Source: an optimization exercise on an open RTL-to-GDS flow (aim: small area, a short achievable clock period and few clock cycles). Production flows keep margins and buffers that such runs may drop. The RTL was checked by simulation tests, not by an equivalence proof against the original design.

==> flow/design.v (excerpt) <==
module radix_converter (
    input  wire       clk,
    input  wire       rst,         
    input  wire       in_we,
    input  wire [5:0] in_addr,
    input  wire [7:0] in_wdata,
    input  wire       start,
    input  wire [6:0] in_len,
    input  wire [8:0] src_base,
    input  wire [8:0] dst_base,
    output reg        busy,
    output reg        done,
    output reg        err,
    output reg  [7:0] errcode,
    output reg  [6:0] out_len,
    input  wire [5:0] out_addr,
    output wire [7:0] out_rdata
);
Size in the first run: roughly 9100 cells after synthesis, about 75 I/O pins, about 83000 um2 of cells after synthesis.
Settings: LEC_CHECK=0, ABC_AREA=1, CAP_MARGIN=10, CORE_MARGIN=2, CORE_UTILIZATION=40, SLEW_MARGIN=10; clock period 40.0 ns.
standard.sh (not shown) runs the stock make flow with config.mk's settings and CLKGATE_MAP_FILE= SYNTH_SCRIPT=/design/flow/synth_recipe.tcl, a recipe that flattens the netlist after the stock synthesis.
==> flow/flow/run.sh <==
#!/bin/bash
set -euo pipefail
bash standard.sh SETUP_SLACK_MARGIN=22 "BUFFER_PORTS_ARGS=-buffer_cell sky130_fd_sc_hd__buf_4" finish > flow_standard.log 2>&1
The baseline completed without violations.
Testbench counts at the start, summed over its fixed seeds: cycles 37,272.
Next try:
==> flow/flow/run.sh (replaced) <==
#!/bin/bash
set -euo pipefail
bash standard.sh SETUP_SLACK_MARGIN=21 "BUFFER_PORTS_ARGS=-buffer_cell sky130_fd_sc_hd__buf_4" finish > flow_standard.log 2>&1
Settings changed: CORE_UTILIZATION 40 to 60, CTS_CLUSTER_DIAMETER set to 100, CTS_CLUSTER_SIZE set to 16.
The changed run ran to the end with no violations.
Count of clock-buffer cells in the layout is lower by 54.
Non-clock buffer count is lower by 159.
Die area is lower by about 33%.
Via count is lower by about 2.4%.
Routed wire length is lower by 5.2%.
Worst hold slack hardly moves.
Setup slack degrades by 250 ps.
Cell area is lower by 7.5%.
Synthesized area does not change.
Core utilization is higher by 19 points.
Next try:
Settings changed: CORE_UTILIZATION 60 to 50, CTS_CLUSTER_DIAMETER 100 to 120, CTS_CLUSTER_SIZE 16 to 20.
- final cell count is higher by 3.4%
- setup slack loses 36 ps
- flip-flop and latch count does not change
- hold slack is worse by 8.4 ps
- non-clock buffer count increases by 18
- die area goes up by 20%
Next try:
Settings changed: CORE_UTILIZATION 50 to 60.
What happened: The new run passed the timing, design-rule and antenna checks. Design area goes down by 0.69%. Count of clock-buffer cells in the layout goes up by 23. Synthesized area stays the same. Global-route usage goes up by 5.3 points. Die area goes down by 17%. Routed wire length is about the same. Setup slack stays flat. Register-to-register slack gets worse by 130 ps.

---

radix_converter, a different RTL version from the one above (not shown whole).
For scale: roughly 7,200 cells after synthesis, about 1,300 flip-flops, about 75 I/O pins, roughly 0.084 sq mm of cells after synthesis.
Settings: LEC_CHECK=0, CAP_MARGIN=20, CORE_MARGIN=2, CORE_UTILIZATION=40, SLEW_MARGIN=20; clock period 40.0 ns.
run.sh (not shown) runs the stock make flow with config.mk's settings and CLKGATE_MAP_FILE= SYNTH_SCRIPT=/design/flow/synth_recipe.tcl, a recipe that flattens the netlist after the stock synthesis.
Stock flow here: none of the scripts above is used.
Testbench counts at the start, summed over its fixed seeds: cycles 37,706.
==> next run, changes <==
Settings changed: ABC_AREA set to 1.
Critical path depth increases by 2.
Count of clock-buffer cells in the layout decreases by 1.
Final area increases by 2.0%.
Utilization decreases by 0.20 points.
Area after synthesis increases by 2.5%.
Synthesized cell count increases by 33%.
Die area increases by 2.5%.
Worst hold slack improves by 0.017 ns.
Clock skew decreases by 0.064 ns.

---

job 101:
RTL: one of the versions met above, not the one the previous note started from.
For scale: ~9100 cells after synthesis, about 83000 um2 of cells after synthesis.
clock: 40.0 ns
lec_check: 0
abc_area: 1
cap_margin: 10
core_margin: 2
core_utilization: 50
cts_cluster_diameter: 120
cts_cluster_size: 20
slew_margin: 10
standard.sh (not shown) runs the stock make flow with config.mk's settings and CLKGATE_MAP_FILE= SYNTH_SCRIPT=/design/flow/synth_recipe.tcl, a recipe that flattens the netlist after the stock synthesis.
==> flow/flow/run.sh <==
#!/bin/bash
set -euo pipefail
bash standard.sh SETUP_SLACK_MARGIN=20.5 "BUFFER_PORTS_ARGS=-buffer_cell sky130_fd_sc_hd__buf_4" finish > flow_standard.log 2>&1
Testbench counts of job 101, summed over its fixed seeds: cycles 37,272.
Input-level comparison between job 102 and job 101:
Settings: a change of CORE_UTILIZATION from 50 to 40; a deleted CTS_CLUSTER_DIAMETER that had been 120; a deleted CTS_CLUSTER_SIZE that had been 20.
==> flow/flow/run.sh <==
#!/bin/bash
set -euo pipefail
bash standard.sh SETUP_SLACK_MARGIN=21 "BUFFER_PORTS_ARGS=-buffer_cell sky130_fd_sc_hd__buf_4" finish > flow_standard.log 2>&1
[summary]
The final layout from job 102, which completed every stage, passed the timing, design-rule and antenna checks at the end of the flow. Non-clock buffer count up 60 in job 102 wrt job 101. Cmp job 102 vs job 101: end-of-flow core utilization lower in job 102. Looking at sequential share of layout area, job 102 sits 2.1 points lower than job 101 does. The lower global-route wire length before repair came out of job 101. Going from job 101 to job 102, worst-case hold slack moved up. Job 102 reports its critical path's slowest cell as sky130_fd_sc_hd__fa_2 while job 101 reports sky130_fd_sc_hd__and2_1. Via count in job 102 is 1373 above job 101. Relative to job 101, the fraction of standard cell area in multi-input logic of job 102 is lower by 1.5 points. From job 102 to job 101, count of input and output buffers did not move at all.

---

radix_converter again, from the RTL that the note above started with.
export LEC_CHECK = 0
export ABC_AREA = 1
export CAP_MARGIN = 10
export CORE_MARGIN = 2
export CORE_UTILIZATION = 40
export GPL_TIMING_DRIVEN = 1
export SLEW_MARGIN = 10
create_clock -name core_clock -period 40.0 [get_ports {clk}]
==> flow/flow/run.sh <==
#!/bin/bash
set -euo pipefail
bash standard.sh SETUP_SLACK_MARGIN=21 "BUFFER_PORTS_ARGS=-buffer_cell sky130_fd_sc_hd__buf_4" finish > flow_standard.log 2>&1
Testbench counts at the start, summed over its fixed seeds: cycles 37,272.
Next try:
==> flow/flow/run.sh (replaced) <==
#!/bin/bash
set -euo pipefail
bash standard.sh SETUP_SLACK_MARGIN=20 finish > flow_standard.log 2>&1
CAP_MARGIN = 20   (was 10)
GPL_TIMING_DRIVEN = not set   (was 1)
SLEW_MARGIN = 20   (was 10)
Result:
- routed wire length drops by 2.3%
- first-iteration DRC count climbs by 4.7%
- area after synthesis is unchanged
- non-clock buffer count drops by 66
- count of clock-buffer cells in the layout drops by 5
- worst hold slack stays flat
- core utilization drops by 0.95 points
- design area drops by 2.1%
- setup slack gets worse by 0.88 ns
- die area is unchanged
- via count drops by 1.5%
Next try:
==> flow/flow/run.sh (replaced) <==
#!/bin/bash
set -euo pipefail
bash standard.sh SETUP_SLACK_MARGIN=21 "BUFFER_PORTS_ARGS=-buffer_cell sky130_fd_sc_hd__buf_4" finish > flow_standard.log 2>&1
CAP_MARGIN = 10   (was 20)
CORE_UTILIZATION = 50   (was 40)
CTS_CLUSTER_DIAMETER = 100   (was not set)
CTS_CLUSTER_SIZE = 16   (was not set)
SLEW_MARGIN = 10   (was 20)
Flip-flop and latch count stays the same.
Non-clock buffer count goes up by 52.
Setup slack gains 0.97 ns.
Utilization goes up by 11 points.
Critical path depth goes down by 5.
Hold slack gains 0.0069 ns.
Wire length goes up by 1.9%.
First-iteration DRC count goes down by about 4.3%.

==> separate check: timing with driven ports <==
How much do the figures lean on ideal ports? The routed layouts below were timed once more, with nothing changed but the port constraints.
Step 1, drivers: a clkbuf_16 drives clk and a buf_2 each remaining input, both assumed.
Step 2 times the ports against the registers' clock, not the clock port: input delays grow and output delays shrink by t, the midpoint of the rising clock arrivals with the driver on.
a / b / c = ideal / step 1 / step 2; a / b = the first two.
| run | t (ns) | slack for setup (ns) | worst data-port slew with drivers (ns) | pins driven straight from the clock port |
|---|---|---|---|---|
| the first run of note 1 | 0.869 | 21.331 / 21.295 / 21.295 | 0.16 | 1 |
| the second run of note 1 | 0.790 | 21.079 / 21.055 / 21.055 | 0.18 | 1 |
| the third run of note 1 | 0.788 | 21.044 / 21.022 / 21.022 | 0.19 | 1 |
| the fourth run of note 1 | 0.778 | 21.041 / 21.017 / 21.017 | 0.17 | 1 |
| the first run of note 2 | 0.850 | 18.542 / 18.521 / 18.521 | 0.17 | 1 |
| the second run of note 2 | 0.863 | 18.935 / 18.914 / 18.914 | 0.14 | 1 |
| job 101 | 0.790 | 20.633 / 20.607 / 20.607 | 0.21 | 1 |
| job 102 | 0.860 | 21.005 / 20.968 / 20.968 | 0.19 | 1 |
| the first run of note 4 | 0.860 | 21.005 / 20.968 / 20.968 | 0.19 | 1 |
| the second run of note 4 | 0.865 | 20.123 / 20.099 / 20.099 | 0.18 | 1 |
| the third run of note 4 | 0.808 | 21.091 / 21.066 / 21.066 | 0.22 | 1 |
After both steps setup and hold are still met in every run listed.
